Context: an optimization exercise on an open-source flow, tuned for a short achievable clock period and few clock cycles. The choices shown serve that exercise and are no tape-out recipe.
Only simulation tests tie the RTL to the original design; equivalence was not proved.
Power and IR drop assume default switching activity.

==> design.v <==
module sba_regfile (
    input  wire        clk,
    input  wire        rst,
    input  wire [4:0]  ra_idx,
    output wire [31:0] ra_data,
    input  wire [4:0]  rb_idx,
    output wire [31:0] rb_data,
    input  wire [4:0]  rc_idx,
    output wire [31:0] rc_data,
    input  wire [4:0]  rh_idx,
    output wire [31:0] rh_data,
    input  wire        we,
    input  wire [4:0]  wa,
    input  wire [31:0] wd
);
    reg [31:0] x [1:31];
    integer i;
    always @(posedge clk) begin
        if (rst) begin
            for (i = 1; i < 32; i = i + 1)
                x[i] <= 32'd0;
        end else if (we && wa != 5'd0) begin
            x[wa] <= wd;
        end
    end
    assign ra_data = (ra_idx == 5'd0) ? 32'd0 : x[ra_idx];
    assign rb_data = (rb_idx == 5'd0) ? 32'd0 : x[rb_idx];
    assign rc_data = (rc_idx == 5'd0) ? 32'd0 : x[rc_idx];
    assign rh_data = (rh_idx == 5'd0) ? 32'd0 : x[rh_idx];
endmodule
module sba_divider (
    input  wire        clk,
    input  wire        rst,
    input  wire        start,
    input  wire [31:0] dividend,
    input  wire [31:0] divisor,
    output reg         done,
    output wire [31:0] quotient
);
    reg [31:0] q;
    reg [31:0] r;
    reg [31:0] d;
    reg [5:0]  count;
    reg        busy;
    wire [32:0] r_shift = {r, q[31]};
    wire [32:0] r_sub   = r_shift - {1'b0, d};
    always @(posedge clk) begin
        if (rst) begin
            busy  <= 1'b0;
            done  <= 1'b0;
            count <= 6'd0;
            q     <= 32'd0;
            r     <= 32'd0;
            d     <= 32'd0;
        end else begin
            done <= 1'b0;
            if (start) begin
                q     <= dividend;
                r     <= 32'd0;
                d     <= divisor;
                count <= 6'd32;
                busy  <= 1'b1;
            end else if (busy) begin
                if (r_sub[32]) begin
                    r <= r_shift[31:0];
                    q <= {q[30:0], 1'b0};
                end else begin
                    r <= r_sub[31:0];
                    q <= {q[30:0], 1'b1};
                end
                count <= count - 6'd1;
                if (count == 6'd1) begin
                    busy <= 1'b0;
                    done <= 1'b1;
                end
            end
        end
    end
    assign quotient = q;
endmodule
module sba_core (
    input  wire        clk,
    input  wire        rst,
    output reg         mem_req,
    output reg         mem_we,
    output reg  [17:0] mem_addr,
    output reg  [31:0] mem_wdata,
    input  wire        mem_gnt,
    input  wire        mem_rvalid,
    input  wire [31:0] mem_rdata,
    output wire        halted,
    output reg  [2:0]  fault,
    output reg  [31:0] pc,
    output reg  [31:0] fault_addr,
    input  wire [4:0]  dbg_idx,
    output wire [31:0] dbg_data
);
    localparam [2:0] S_FETCH = 3'd0,
                     S_WAITI = 3'd1,
                     S_EXEC  = 3'd2,
                     S_MEM   = 3'd3,
                     S_WAITD = 3'd4,
                     S_DIV   = 3'd5,
                     S_HALT  = 3'd6;
    localparam [2:0] F_NONE = 3'd0,
                     F_PC   = 3'd1,
                     F_OPC  = 3'd2,
                     F_DIV0 = 3'd3,
                     F_OOB  = 3'd4,
                     F_MIS  = 3'd5;
    localparam [5:0] OP_ADD  = 6'd0,  OP_SUB  = 6'd1,  OP_MUL  = 6'd2,  OP_DIV  = 6'd3,
                     OP_NOT  = 6'd4,  OP_AND  = 6'd5,  OP_NAND = 6'd6,  OP_OR   = 6'd7,
                     OP_XOR  = 6'd8,  OP_XNOR = 6'd9,  OP_MOV  = 6'd10, OP_SGT  = 6'd11,
                     OP_SLT  = 6'd12, OP_MAC  = 6'd13, OP_ADDI = 6'd14, OP_SUBI = 6'd15,
                     OP_MULI = 6'd16, OP_DIVI = 6'd17, OP_ANDI = 6'd18, OP_NANDI= 6'd19,
                     OP_ORI  = 6'd20, OP_XORI = 6'd21, OP_LW   = 6'd22, OP_SW   = 6'd23,
                     OP_LB   = 6'd24, OP_SB   = 6'd25, OP_BEQ  = 6'd26, OP_BNE  = 6'd27,
                     OP_CLR  = 6'd28, OP_JMP  = 6'd29, OP_CALL = 6'd30, OP_EXT  = 6'd31;
    localparam [31:0] MEM_CAPACITY = 32'h0010_0000;
    localparam [31:0] DATA_START   = 32'h1000_0000;
    localparam [31:0] DATA_END     = 32'h1008_0000;
    localparam [31:0] HALF         = 32'h0008_0000;
    reg  [2:0]  state;
    reg  [31:0] ir;
    wire [5:0]  opcode = ir[31:26];
    wire [4:0]  rd     = ir[25:21];
    wire [4:0]  rs     = ir[20:16];
    wire [4:0]  rt     = ir[15:11];
    wire [31:0] imm_s  = {{16{ir[15]}}, ir[15:0]};
    wire [25:0] jaddr  = ir[25:0];
    wire [31:0] xs, xt, xd;
    reg         rf_we;
    reg  [4:0]  rf_wa;
    reg  [31:0] rf_wd;
    sba_regfile u_rf (
        .clk(clk), .rst(rst),
        .ra_idx(rs), .ra_data(xs),
        .rb_idx(rt), .rb_data(xt),
        .rc_idx(rd), .rc_data(xd),
        .rh_idx(dbg_idx), .rh_data(dbg_data),
        .we(rf_we), .wa(rf_wa), .wd(rf_wd)
    );
    wire        is_imm   = (opcode >= OP_ADDI);
    wire [31:0] opb      = is_imm ? imm_s : xt;
    wire [31:0] product  = xs * opb;
    reg  [31:0] alu_out;
    always @(*) begin
        case (opcode)
            OP_ADD,  OP_ADDI:  alu_out = xs + opb;
            OP_SUB,  OP_SUBI:  alu_out = xs - opb;
            OP_MUL,  OP_MULI:  alu_out = product;
            OP_NOT:            alu_out = ~xs;
            OP_AND,  OP_ANDI:  alu_out = xs & opb;
            OP_NAND, OP_NANDI: alu_out = ~(xs & opb);
            OP_OR,   OP_ORI:   alu_out = xs | opb;
            OP_XOR,  OP_XORI:  alu_out = xs ^ opb;
            OP_XNOR:           alu_out = ~(xs ^ opb);
            OP_MOV:            alu_out = xs;
            OP_SGT:            alu_out = {31'd0, xs > xt};
            OP_SLT:            alu_out = {31'd0, xs < xt};
            OP_MAC:            alu_out = xd + product;
            default:           alu_out = 32'd0;    
        endcase
    end
    wire [31:0] ea       = xs + imm_s;
    wire        ea_low   = (ea < DATA_START);
    wire        ea_high  = (ea >= DATA_START) && (ea < DATA_END);
    wire [31:0] paddr    = ea_low ? ea : (ea - DATA_START + HALF);
    wire        ea_oob   = ea_low ? (ea >= MEM_CAPACITY) : !ea_high;
    wire        ea_mis   = (ea[1:0] != 2'b00);
    wire [31:0] pc_plus4   = pc + 32'd4;
    wire [31:0] beq_target = pc + {imm_s[29:0], 2'b00} - 32'd12;
    wire [31:0] bne_target = pc + {imm_s[29:0], 2'b00} + 32'd4;
    wire [31:0] jmp_target = {4'd0, jaddr, 2'b00};
    reg         div_start;
    wire        div_done;
    wire [31:0] div_q;
    sba_divider u_div (
        .clk(clk), .rst(rst),
        .start(div_start), .dividend(xs), .divisor(opb),
        .done(div_done), .quotient(div_q)
    );
    reg [17:0] widx_q;    
    assign halted = (state == S_HALT);
    always @(posedge clk) begin
        if (rst) begin
            state      <= S_FETCH;
            pc         <= 32'd0;
            ir         <= 32'd0;
            fault      <= F_NONE;
            fault_addr <= 32'd0;
            widx_q     <= 18'd0;
        end else begin
            case (state)
                S_FETCH: begin
                    if (pc >= MEM_CAPACITY) begin
                        fault <= F_PC;
                        state <= S_HALT;
                    end else if (mem_gnt) begin
                        state <= S_WAITI;
                    end
                end
                S_WAITI: begin
                    if (mem_rvalid) begin
                        ir    <= mem_rdata;
                        state <= S_EXEC;
                    end
                end
                S_EXEC: begin
                    if (opcode[5]) begin
                        fault <= F_OPC;
                        state <= S_HALT;
                    end else begin
                        case (opcode)
                            OP_DIV, OP_DIVI: begin
                                if (opb == 32'd0) begin
                                    fault <= F_DIV0;
                                    state <= S_HALT;
                                end else begin
                                    state <= S_DIV;
                                end
                            end
                            OP_LW, OP_SW, OP_LB, OP_SB: begin
                                if (ea_oob) begin
                                    fault      <= F_OOB;
                                    fault_addr <= ea;
                                    state      <= S_HALT;
                                end else if (ea_mis) begin
                                    fault      <= F_MIS;
                                    fault_addr <= ea;
                                    state      <= S_HALT;
                                end else begin
                                    widx_q <= paddr[19:2];
                                    state  <= S_MEM;
                                end
                            end
                            OP_BEQ: begin
                                pc    <= (xd == xs) ? beq_target : pc_plus4;
                                state <= S_FETCH;
                            end
                            OP_BNE: begin
                                pc    <= (xd != xs) ? bne_target : pc_plus4;
                                state <= S_FETCH;
                            end
                            OP_JMP, OP_CALL: begin
                                pc    <= jmp_target;
                                state <= S_FETCH;
                            end
                            OP_EXT: begin
                                pc    <= pc_plus4;
                                state <= S_HALT;
                            end
                            default: begin
                                pc    <= pc_plus4;
                                state <= S_FETCH;
                            end
                        endcase
                    end
                end
                S_MEM: begin
                    if (mem_gnt) begin
                        if (opcode == OP_SW || opcode == OP_SB) begin
                            pc    <= pc_plus4;
                            state <= S_FETCH;
                        end else begin
                            state <= S_WAITD;
                        end
                    end
                end
                S_WAITD: begin
                    if (mem_rvalid) begin
                        pc    <= pc_plus4;
                        state <= S_FETCH;
                    end
                end
                S_DIV: begin
                    if (div_done) begin
                        pc    <= pc_plus4;
                        state <= S_FETCH;
                    end
                end
                default: state <= S_HALT;
            endcase
        end
    end
    always @(*) begin
        rf_we     = 1'b0;
        rf_wa     = rd;
        rf_wd     = alu_out;
        div_start = 1'b0;
        case (state)
            S_EXEC: begin
                if (!opcode[5]) begin
                    if (opcode <= OP_XORI && opcode != OP_DIV && opcode != OP_DIVI)
                        rf_we = 1'b1;
                    if (opcode == OP_CLR)
                        rf_we = 1'b1;
                    if (opcode == OP_CALL) begin
                        rf_we = 1'b1;
                        rf_wa = 5'd31;
                        rf_wd = pc_plus4;
                    end
                    if ((opcode == OP_DIV || opcode == OP_DIVI) && opb != 32'd0)
                        div_start = 1'b1;
                end
            end
            S_WAITD: begin
                rf_we = mem_rvalid;
                rf_wd = (opcode == OP_LB) ? {24'd0, mem_rdata[7:0]} : mem_rdata;
            end
            S_DIV: begin
                rf_we = div_done;
                rf_wd = div_q;
            end
            default: ;
        endcase
    end
    always @(*) begin
        mem_req   = 1'b0;
        mem_we    = 1'b0;
        mem_addr  = pc[19:2];
        mem_wdata = 32'd0;
        if (state == S_FETCH && pc < MEM_CAPACITY) begin
            mem_req = 1'b1;
        end else if (state == S_MEM) begin
            mem_req   = 1'b1;
            mem_we    = (opcode == OP_SW || opcode == OP_SB);
            mem_addr  = widx_q;
            mem_wdata = (opcode == OP_SB) ? {24'd0, xd[7:0]} : xd;
        end
    end
endmodule
==> run.sh <==
#!/bin/bash
# synth_recipe.tcl (not shown) runs the flow's synth.tcl, then flattens the netlist and writes it again
# the make line also repeats each setting of config.mk as NAME=value (left out here)
make -C /OpenROAD-flow-scripts/flow DESIGN_CONFIG=/design/flow/config.mk WORK_HOME=/design/flow/orfs CLKGATE_MAP_FILE= SYNTH_SCRIPT=/design/flow/synth_recipe.tcl finish
==> config.mk <==
export PLATFORM = sky130hd
export DESIGN_NAME = sba_core
export DESIGN_NICKNAME = sba_core
export VERILOG_FILES = /design/flow/design.v
export SDC_FILE = /design/flow/constraint.sdc
export NUM_CORES = 4
export LEC_CHECK = 0
export CAP_MARGIN = 20
export CORE_MARGIN = 2
export CORE_UTILIZATION = 40
export SLEW_MARGIN = 20
==> constraint.sdc <==
create_clock -name core_clock -period 13.0 [get_ports {clk}]
set_input_delay 2.6000 -clock core_clock [delete_from_list [all_inputs] [get_ports {clk}]]
set_output_delay 2.6000 -clock core_clock [all_outputs]
set_load 0.01 [all_outputs]
==> out/summary.txt, run 1 <==
status -> no timing/DRC/antenna violations
fin crit share -> 96.74%
antenna violations before repair -> 28
DR vias/cell -> 6.715
kind of critical path -> reg -> reg
synth cell count leaders -> nor2_1 (1662), mux4_2 (1195), edfxtp_1 (1024), nand2_1 (712), inv_1 (649)
cells after synthesis -> 9644
CTS max path bufs -> 4
clk_skew -> 0.1275 ns
Yosys top cell area share -> 28.16%
IO Port Bufs -> 190
TritonCTS clock tree -> yes
Post-Synthesis Cell Area -> 0.1092 mm^2
post-layout util -> 45.42%
DIE WIDTH -> 526.5 um
synth warn -> 3
Cells after DPL -> 13190
ys flop type -> edfxtp_1
routed len/inst -> 35.85 um
pwr dens -> 185.4 mW/mm^2
largest net degree at the start of global routing -> 129
Seq/Total Area, Yosys -> 32.50%
fin cells -> 13520
Placed Area -> 0.1174 mm^2
Power Total -> 0.02284 W
DR pass1 iterations -> 8
GR Overflow Total -> 0
hold path cells -> 2
leakage -> 45.58 nW
critical path's most frequent cell -> fa_1
vias in the first global route -> 89040
critical path's top delay family -> adder cells
Hold Fails Final Rpt -> 0
clock-pin slew on the worst setup and hold paths -> 0.06 ns
cts bufs inserted -> 155
Worst Tran Pin Value -> 1.282 ns
post-synthesis async set-or-reset flop share -> 0%
Critical R2R Capture -> u_rf.x[1][31]
Max stage delay on crit path -> 0.55 ns
Startpoint Class -> register
drt drc -> 0
total track usage -> 34.29%
Slew HR -> 14.56%
overall routed net length -> 484.8 mm
max-cap viol count -> 0
first-pass GRT wire length -> 678.0 mm
Finished Cell Area -> 0.1232 mm^2
die area -> 0.2772 mm^2
Setup violations, final -> 0
Hold-fix buffers, CTS -> 0
post-route ant nets -> 0
buffers and inverters on the worst path -> 11
root buffer cell -> clkbuf_16
Tmin final -> 12.58 ns
Max Slew Vio Count -> 0
Num Clock Sinks -> 1261
final worst slack -> 0.4232 ns
Site Rows -> 191
hold_sp -> fault_addr[1]
Synth Register Bits -> 1261
top-count cell post-synth -> nor2_1
Syn Area/Cell -> 11.32 um^2
H-tree lvl count -> 4
R2R depth -> 45
num ports -> 193
Max Fclk -> 0.07951 GHz
critical path depth -> 45
height of the chip -> 526.5 um
vias -> 90800
leading area contributor after synthesis -> edfxtp_1
Post-synth EDFFs -> 1024
pre-CTS WS -> 0.1380 ns
core footprint -> 0.2712 mm^2
critical path endpoint category -> register
Clk Latency, worst-skew pair -> 0.89 ns
share of cells above drive strength 1 -> 23.10%
ranking of synthesized cells by area -> edfxtp_1 (28%), mux4_2 (25%), fa_1 (7.6%)
initial DRC count -> 14350
starting density of the core -> 40.26%
Worst path slowest cell -> fa_1
R2R setup slack -> 0.42 ns
final HPWL from detailed placement -> 324.1 mm
worst hold endpoint -> fault_addr[1]
CP arrival -> 13.10 ns
CP max FO -> 32
library cells used by synthesis -> 102
Worst Hold Class -> reg -> reg
gpl congestion -> 1.002
VDD IR max -> 0.3808 mV
fin nets -> 10640
Data required, critical path -> 13.52 ns
area delta synth->final -> 12.81%
==> flip-flops by register name (all words and copies together), names as in the netlist, named ones only <==
| signal | cells |
|---|---|
| u_rf.x | 1024 |
| fault | 3 |
| state | 3 |
| u_div.count | 6 |
| pc | 30 |
| u_div.d | 32 |
| fault_addr | 32 |
| u_div.r | 32 |
| u_div.done | 1 |
| u_div.q | 32 |
| u_div.busy | 1 |
| ir | 32 |
| widx_q | 18 |
==> cells in the final DEF, fill, tap and decap left out, types with 34 or more instances in the layout <==
cell / count
mux4_2: 1195
a22oi_1: 76
and2_1: 56
fa_1: 413
mux2i_1: 324
inv_1: 649
a21oi_1: 320
o21ai_0: 203
nor2_1: 1642
nand2_2: 62
xor2_1: 86
ha_1: 379
clkbuf_16: 163
nand2b_1: 61
o21a_1: 50
nand2_1: 650
nor3_1: 97
nor4_1: 37
conb_1: 34
dfxtp_1: 220
clkdlybuf4s50_1: 184
buf_12: 40
xnor2_1: 246
nor2b_1: 49
a21o_1: 79
a211oi_1: 136
nand4_1: 45
nand3_1: 71
buf_4: 535
edfxtp_1: 1024
==> tightest hold or removal path, cell delays in order, from the launching register on <==
cell,delay (ns)
dfxtp_1,0.31
nand2_1,0.05
a21oi_1,0.05
==> worst max path at each step <==
stage | startpoint | end | slack [ns]
after detailed placement | register | u_rf.x[1][31] | 0.14
after floorplan | register | u_rf.x[10][30] | 0.69
after global placement | register | u_rf.x[1][31] | 0.11
final | register | u_rf.x[1][31] | 0.42
after global routing | register | u_rf.x[1][31] | -0.01
after CTS | register | u_rf.x[1][31] | 0.05
==> report_power, final <==
group          internal, W  total (W)  switching (W)  leakage (nW)
logic              0.00439     0.0132        0.00884          30.6
registers          0.00463    0.00495       0.000326          12.5
clock network      0.00276    0.00466        0.00189          2.54
total               0.0118     0.0228         0.0111          45.6
==> stage by stage <==
step | setup TNS (ns) | hold slack [ns]
global placement | 0 | 0.4492
floorplan | 0 | 0.4426
global route | -0.01396 | 0.4955
detailed placement | 0 | 0.4574
finish | 0 | 0.4625
CTS | 0 | 0.4656
==> routing by layer <==
metal	wire (um)	up-vias	global-route usage (%)
met1	164000	45350	41.35
li1	-	35940	-
met3	70290	1830	12.74
met4	41260	30	24.00
met2	208900	7639	50.69
met5	371	-	0.5195
==> area by class of cell <==
type	instances	area, um^2
antenna	30	75.07
sequential	1261	35550
inverter	667	2504
timing repair buffer	778	7007
tap	3570	4467
fill	24640	148100
clock buffer	179	4095
multi-input combinational	6946	68370
clock inverter	91	1125
==> logic make-up after synthesis <==
logic type / synth area share, %
other: 0.003434
buffers and inverters: 5.550
adders and majority gates: 11.91
xor gates and xnor gates: 2.877
and+or+nand+nor: 11.64
AOI/OAI and AO/OA: 7.580
DFF: 32.50
muxes: 27.93
==> what timing repair did <==
item,CTS,global route
setup buffers,0,25
endpoints found under the setup margin,0,144
resized for setup,0,15
Testbench counts, summed over its fixed seeds: cycles 384,933.
==> run 2: changes to the inputs <==
--- a/design.v
+++ b/design.v
@@ -35,47 +35,99 @@
     input  wire [31:0] dividend,
     input  wire [31:0] divisor,
-    output reg         done,
+    output wire        done,
     output wire [31:0] quotient
 );
+    localparam [1:0] D_IDLE = 2'd0, D_SETUP = 2'd1, D_ITER = 2'd2, D_DONE = 2'd3;
+    reg [1:0]  st;
+    reg [31:0] n;
     reg [31:0] q;
     reg [31:0] r;
     reg [31:0] d;
-    reg [5:0]  count;
-    reg        busy;
-    wire [32:0] r_shift = {r, q[31]};
-    wire [32:0] r_sub   = r_shift - {1'b0, d};
+    reg [33:0] d3;
+    reg [5:0]  cnt;
+    function [5:0] bitlen;
+        input [31:0] v;
+        reg [15:0] v16;
+        reg [7:0]  v8;
+        reg [3:0]  v4;
+        reg [1:0]  v2;
+        reg        z16, z8, z4, z2;
+        begin
+            z16 = |v[31:16];
+            v16 = z16 ? v[31:16] : v[15:0];
+            z8  = |v16[15:8];
+            v8  = z8 ? v16[15:8] : v16[7:0];
+            z4  = |v8[7:4];
+            v4  = z4 ? v8[7:4] : v8[3:0];
+            z2  = |v4[3:2];
+            v2  = z2 ? v4[3:2] : v4[1:0];
+            if (v2 == 2'b00)
+                bitlen = 6'd0;
+            else
+                bitlen = {1'b0, z16, z8, z4, z2, v2[1]} + 6'd1;
+        end
+    endfunction
+    reg [5:0]   ln;
+    reg [5:0]   ld;
+    wire        qzero = (ln < ld);
+    wire [5:0]  s = ln - ld + 6'd1;             
+    wire [63:0] al = {32'd0, n} << (6'd32 - s);
+    wire [32:0] r1s = {r, q[31]};
+    wire [32:0] r1d = r1s - {1'b0, d};
+    wire [31:0] r1  = r1d[32] ? r1s[31:0] : r1d[31:0];
+    wire [31:0] q1  = {q[30:0], ~r1d[32]};
+    wire [33:0] rr  = {r, q[31:30]};
+    wire [34:0] s1  = {1'b0, rr} - {3'b000, d};
+    wire [34:0] s2  = {1'b0, rr} - {2'b00, d, 1'b0};
+    wire [34:0] s3  = {1'b0, rr} - {1'b0, d3};
+    wire [31:0] r2  = !s3[34] ? s3[31:0] : !s2[34] ? s2[31:0] : !s1[34] ? s1[31:0] : rr[31:0];
+    wire [1:0]  qb  = !s3[34] ? 2'd3 : !s2[34] ? 2'd2 : !s1[34] ? 2'd1 : 2'd0;
+    wire [31:0] q2  = {q[29:0], qb};
     always @(posedge clk) begin
         if (rst) begin
-            busy  <= 1'b0;
-            done  <= 1'b0;
-            count <= 6'd0;
-            q     <= 32'd0;
-            r     <= 32'd0;
-            d     <= 32'd0;
+            st  <= D_IDLE;
+            cnt <= 6'd0;
+        end else if (start) begin
+            n  <= dividend;
+            d  <= divisor;
+            ln <= bitlen(dividend);
+            ld <= bitlen(divisor);
+            st <= D_SETUP;
         end else begin
-            done <= 1'b0;
-            if (start) begin
-                q     <= dividend;
-                r     <= 32'd0;
-                d     <= divisor;
-                count <= 6'd32;
-                busy  <= 1'b1;
-            end else if (busy) begin
-                if (r_sub[32]) begin
-                    r <= r_shift[31:0];
-                    q <= {q[30:0], 1'b0};
-                end else begin
-                    r <= r_sub[31:0];
-                    q <= {q[30:0], 1'b1};
+            case (st)
+                D_SETUP: begin
+                    if (qzero) begin
+                        q  <= 32'd0;
+                        st <= D_DONE;
+                    end else begin
+                        r   <= al[63:32];
+                        q   <= al[31:0];
+                        d3  <= {2'b00, d} + {1'b0, d, 1'b0};
+                        cnt <= s;
+                        st  <= D_ITER;
+                    end
                 end
-                count <= count - 6'd1;
-                if (count == 6'd1) begin
-                    busy <= 1'b0;
-                    done <= 1'b1;
+                D_ITER: begin
+                    if (cnt == 6'd1) begin
+                        r   <= r1;
+                        q   <= q1;
+                        cnt <= 6'd0;
+                        st  <= D_DONE;
+                    end else begin
+                        r   <= r2;
+                        q   <= q2;
+                        cnt <= cnt - 6'd2;
+                        if (cnt == 6'd2) st <= D_DONE;
+                    end
                 end
-            end
+                default: ;
+            endcase
         end
     end
-    assign quotient = q;
+    wire last = (st == D_ITER) && (cnt <= 6'd2);
+    assign done     = (st == D_DONE) || last || ((st == D_SETUP) && qzero);
+    assign quotient = (st == D_SETUP) ? 32'd0 :
+                      !last           ? q :
+                      (cnt == 6'd1)   ? q1 : q2;
 endmodule
 module sba_core (
@@ -182,4 +234,37 @@
     );
     reg [17:0] widx_q;    
+    reg        nf_go;
+    reg [31:0] npc;
+    always @(*) begin
+        nf_go = 1'b0;
+        npc   = pc_plus4;
+        case (state)
+            S_EXEC: begin
+                if (!opcode[5]) begin
+                    case (opcode)
+                        OP_BEQ: begin
+                            nf_go = 1'b1;
+                            npc   = (xd == xs) ? beq_target : pc_plus4;
+                        end
+                        OP_BNE: begin
+                            nf_go = 1'b1;
+                            npc   = (xd != xs) ? bne_target : pc_plus4;
+                        end
+                        OP_JMP, OP_CALL: begin
+                            nf_go = 1'b1;
+                            npc   = jmp_target;
+                        end
+                        OP_DIV, OP_DIVI, OP_LW, OP_SW, OP_LB, OP_SB, OP_EXT: ;
+                        default: nf_go = 1'b1;
+                    endcase
+                end
+            end
+            S_WAITD: nf_go = mem_rvalid;
+            S_DIV:   nf_go = div_done;
+            default: ;
+        endcase
+    end
+    wire nf_req = nf_go && (npc < MEM_CAPACITY);
+    wire nf_acc = nf_req && mem_gnt;
     assign halted = (state == S_HALT);
     always @(posedge clk) begin
@@ -235,15 +320,7 @@
                                 end
                             end
-                            OP_BEQ: begin
-                                pc    <= (xd == xs) ? beq_target : pc_plus4;
-                                state <= S_FETCH;
-                            end
-                            OP_BNE: begin
-                                pc    <= (xd != xs) ? bne_target : pc_plus4;
-                                state <= S_FETCH;
-                            end
-                            OP_JMP, OP_CALL: begin
-                                pc    <= jmp_target;
-                                state <= S_FETCH;
+                            OP_BEQ, OP_BNE, OP_JMP, OP_CALL: begin
+                                pc    <= npc;
+                                state <= nf_acc ? S_WAITI : S_FETCH;
                             end
                             OP_EXT: begin
@@ -252,6 +329,6 @@
                             end
                             default: begin
-                                pc    <= pc_plus4;
-                                state <= S_FETCH;
+                                pc    <= npc;
+                                state <= nf_acc ? S_WAITI : S_FETCH;
                             end
                         endcase
@@ -270,12 +347,12 @@
                 S_WAITD: begin
                     if (mem_rvalid) begin
-                        pc    <= pc_plus4;
-                        state <= S_FETCH;
+                        pc    <= npc;
+                        state <= nf_acc ? S_WAITI : S_FETCH;
                     end
                 end
                 S_DIV: begin
                     if (div_done) begin
-                        pc    <= pc_plus4;
-                        state <= S_FETCH;
+                        pc    <= npc;
+                        state <= nf_acc ? S_WAITI : S_FETCH;
                     end
                 end
@@ -328,4 +405,7 @@
             mem_addr  = widx_q;
             mem_wdata = (opcode == OP_SB) ? {24'd0, xd[7:0]} : xd;
+        end else if (nf_req) begin
+            mem_req   = 1'b1;
+            mem_addr  = npc[19:2];
         end
     end
==> out/summary.txt, run 2 <==
critical path endpoint category -> register
vias -> 104500
drt drc -> 0
overall routed net length -> 576.1 mm
routed len/inst -> 37.80 um
leakage -> 50.99 nW
root buffer cell -> clkbuf_16
num ports -> 193
CTS max path bufs -> 4
largest registers -> u_rf.x (1024), u_div.d3 (34)
DR vias/cell -> 6.858
Critical R2R Capture -> u_rf.x[30][29]
Max Fclk -> 0.07879 GHz
height of the chip -> 553.1 um
# fillers -> 27740
TritonCTS clock tree -> yes
R2R depth -> 38
Seq pwr share -> 22.9%
Largest register FFs -> 1024
Post-Synth XOR/XNOR Area -> 3.106%
final HPWL from detailed placement -> 400.0 mm
Tmin final -> 12.69 ns
RSZ-0062 raised after global routing -> false
library cells used by synthesis -> 101
largest register by flop count -> u_rf.x
setup TNS -> 0 ns
Post-Synthesis Cell Area -> 0.1206 mm^2
DIE WIDTH -> 553.1 um
Post-Synth Simple-Gate Area -> 12.38%
largest net degree at the start of global routing -> 101
post-synthesis async set-or-reset flop share -> 0%
mux cell area share after synthesis -> 24.98%
IO Port Bufs -> 192
adder-cell share of the synthesized area -> 12.07%
GR Overflow Total -> 0
CP max FO -> 42
share of cells above drive strength 1 -> 20.10%
status -> no timing/DRC/antenna violations
Synth Register Bits -> 1341
max-cap viol count -> 0
Seq/Total Area, Yosys -> 32.20%
cts bufs inserted -> 166
final worst slack -> 0.3076 ns
Worst path slowest cell -> dfxtp_4
critical path's most frequent cell -> fa_1
Clk Latency, worst-skew pair -> 0.92 ns
fin crit share -> 97.63%
kind of critical path -> reg -> reg
Startpoint Class -> register
Switching Share -> 49.47%
Syn Area/Cell -> 10.93 um^2
Data required, critical path -> 13.56 ns
Max stage delay on crit path -> 0.89 ns
DR pass1 iterations -> 10
fin nets -> 12100
fin cells -> 15240
post-synthesis compound-gate area fraction -> 9.830%
CP arrival -> 13.26 ns
vias in the first global route -> 102300
Slew HR -> 15.10%
leading area contributor after synthesis -> edfxtp_1
area delta synth->final -> 11.76%
post-layout util -> 44.93%
pwr dens -> 180.2 mW/mm^2
commonest non-fill, non-tap cell in the layout -> nor2_1
Yosys top cell area share -> 29.83%
Worst Hold Class -> reg -> reg
H-tree lvl count -> 4
clock-pin slew on the worst setup and hold paths -> 0.07 ns
Post-synth EDFFs -> 1198
ys flop type -> edfxtp_1
starting density of the core -> 40.20%
hold_sp -> fault_addr[15]
internal cell power -> 0.01228 W
die area -> 0.3059 mm^2
largest family of logic cells by synthesized area -> multiplexers
synth cell count leaders -> nor2_1 (1913), edfxtp_1 (1198), mux4_2 (1195), inv_1 (745), nand2_1 (738)
gpl congestion -> 1.052
R2R setup slack -> 0.31 ns
core footprint -> 0.3000 mm^2
hold path cells -> 2
VDD IR max -> 0.3245 mV
most frequent cells in the layout -> nor2_1 (1903), edfxtp_1 (1198), mux4_2 (1195)
top-count cell post-synth -> nor2_1
combinational power share -> 57.2%
initial DRC count -> 16120
switching power of the nets -> 0.01202 W
Hold-fix buffers, CTS -> 0
ranking of synthesized cells by area -> edfxtp_1 (30%), mux4_2 (22%), fa_1 (7.0%)
clk_skew -> 0.1323 ns
synth warn -> 3
Worst Tran Pin Value -> 1.266 ns
Hold Fails Final Rpt -> 0
clock share of power -> 19.9%
post-route ant nets -> 0
Num Clock Sinks -> 1341
Setup violations, final -> 0
cells after synthesis -> 11040
pre-CTS WS -> 0.3799 ns
total track usage -> 36.90%
Cells after DPL -> 14930
Site Rows -> 201
antenna violations before repair -> 27
worst hold endpoint -> fault_addr[15]
Max Slew Vio Count -> 0
first-pass GRT wire length -> 797.0 mm
run 2: worst max-delay path by stage:
stage,end
floorplan,u_rf.x[18][27]
global placement,u_rf.x[18][31]
detailed placement,u_rf.x[15][31]
CTS,u_rf.x[20][31]
global route,u_rf.x[30][29]
finish,u_rf.x[30][29]
run 2: kinds of logic after synthesis:
group | Yosys count
xor+xnor | 423
flops | 1341
fa+ha+maj | 912
mux | 1511
compound gates | 1790
other cells | 1
simple gates | 3466
buf+inv | 1593
run 2: what timing repair did:
item                                    4_1_cts  5_1_grt
resized for setup                             0        3
endpoints found under the setup margin        0      105
setup buffers                                 0        1
run 2: layer usage:
| metal | routed length, um | vias to the layer above | GRT usage (%) |
|---|---|---|---|
| met2 | 250400 | 8678 | 55.28 |
| li1 | - | 41290 | - |
| met4 | 53360 | 16 | 27.97 |
| met5 | 211 | - | 0.2813 |
| met1 | 192400 | 52270 | 43.21 |
| met3 | 79760 | 2258 | 13.39 |
run 2: layout make-up:
type / count / area [um^2] / share of cell area, %
Clock inverter: 92 / 1072 / 0.7955
Multi-Input combinational cell: 8134 / 76060 / 56.43
Antenna cell: 21 / 52.55 / 0.03899
Clock buffer: 194 / 4357 / 3.232
Timing Repair Buffer: 732 / 6530 / 4.845
Inverter: 768 / 2890 / 2.144
Tap cell: 3958 / 4952 / 3.674
Sequential cell: 1341 / 38880 / 28.84
run 2: power groups by stage:
stage	logic, W	clock network [W]	registers, W
6_report	0.0139	0.00484	0.00556
5_1_grt	0.0143	0.00500	0.00558
4_1_cts	0.0133	0.00484	0.00554
3_5_place_dp	0.0132	0	0.00562
3_3_place_gp	0.0132	0	0.00560
2_1_floorplan	0.00775	0	0.00543
run 2: per-stage QoR:
stage | hold WS [ns] | total power [W] | instance area (um^2)
after global placement | 0.4755 | 0.01878 | 129200
after global routing | 0.5286 | 0.02491 | 134700
after CTS | 0.5030 | 0.02368 | 134600
after detailed placement | 0.4903 | 0.01887 | 129200
after floorplan | 0.4588 | 0.01318 | 120700
final | 0.5007 | 0.02429 | 134800
run 2: worst max-delay path, delay by kind of cell (launching register included):
kind | cells | cell delay (ns)
xor gates and xnor gates | 1 | 0.34
muxes | 1 | 0.35
DFF | 1 | 0.89
buffers and inverters | 9 | 1.70
AOI/OAI and AO/OA | 12 | 3.22
adders and majority gates | 10 | 4.85
and+or+nand+nor | 5 | 0.90
Testbench counts of run 2, summed over its fixed seeds: cycles 254,295.

[static timing again, ports no longer ideal]
In the flow no input, the clock included, has a driving cell. The finished layouts below were timed again as built, in two steps. Step 1 assumes that a clkbuf_16 drives the clock port and a buf_2 every other input. Step 2, shift: input delay + t, output delay - t, t = (earliest + latest rising clock arrival at the registers) / 2. This alone moves slack from input paths to output paths. Slacks: no drivers / after step 1 / after step 2; pairs: no drivers / after step 1.
run	t, ns	slack for setup (ns)	hold WS [ns]	worst data-port slew with drivers (ns)
run 1	0.929	0.423 / 0.423 / 0.423	0.463 / 0.463 / 0.463	0.07
run 2	0.951	0.308 / 0.308 / 0.308	0.501 / 0.501 / 0.501	0.05
After both steps setup and hold are still met in every run listed.
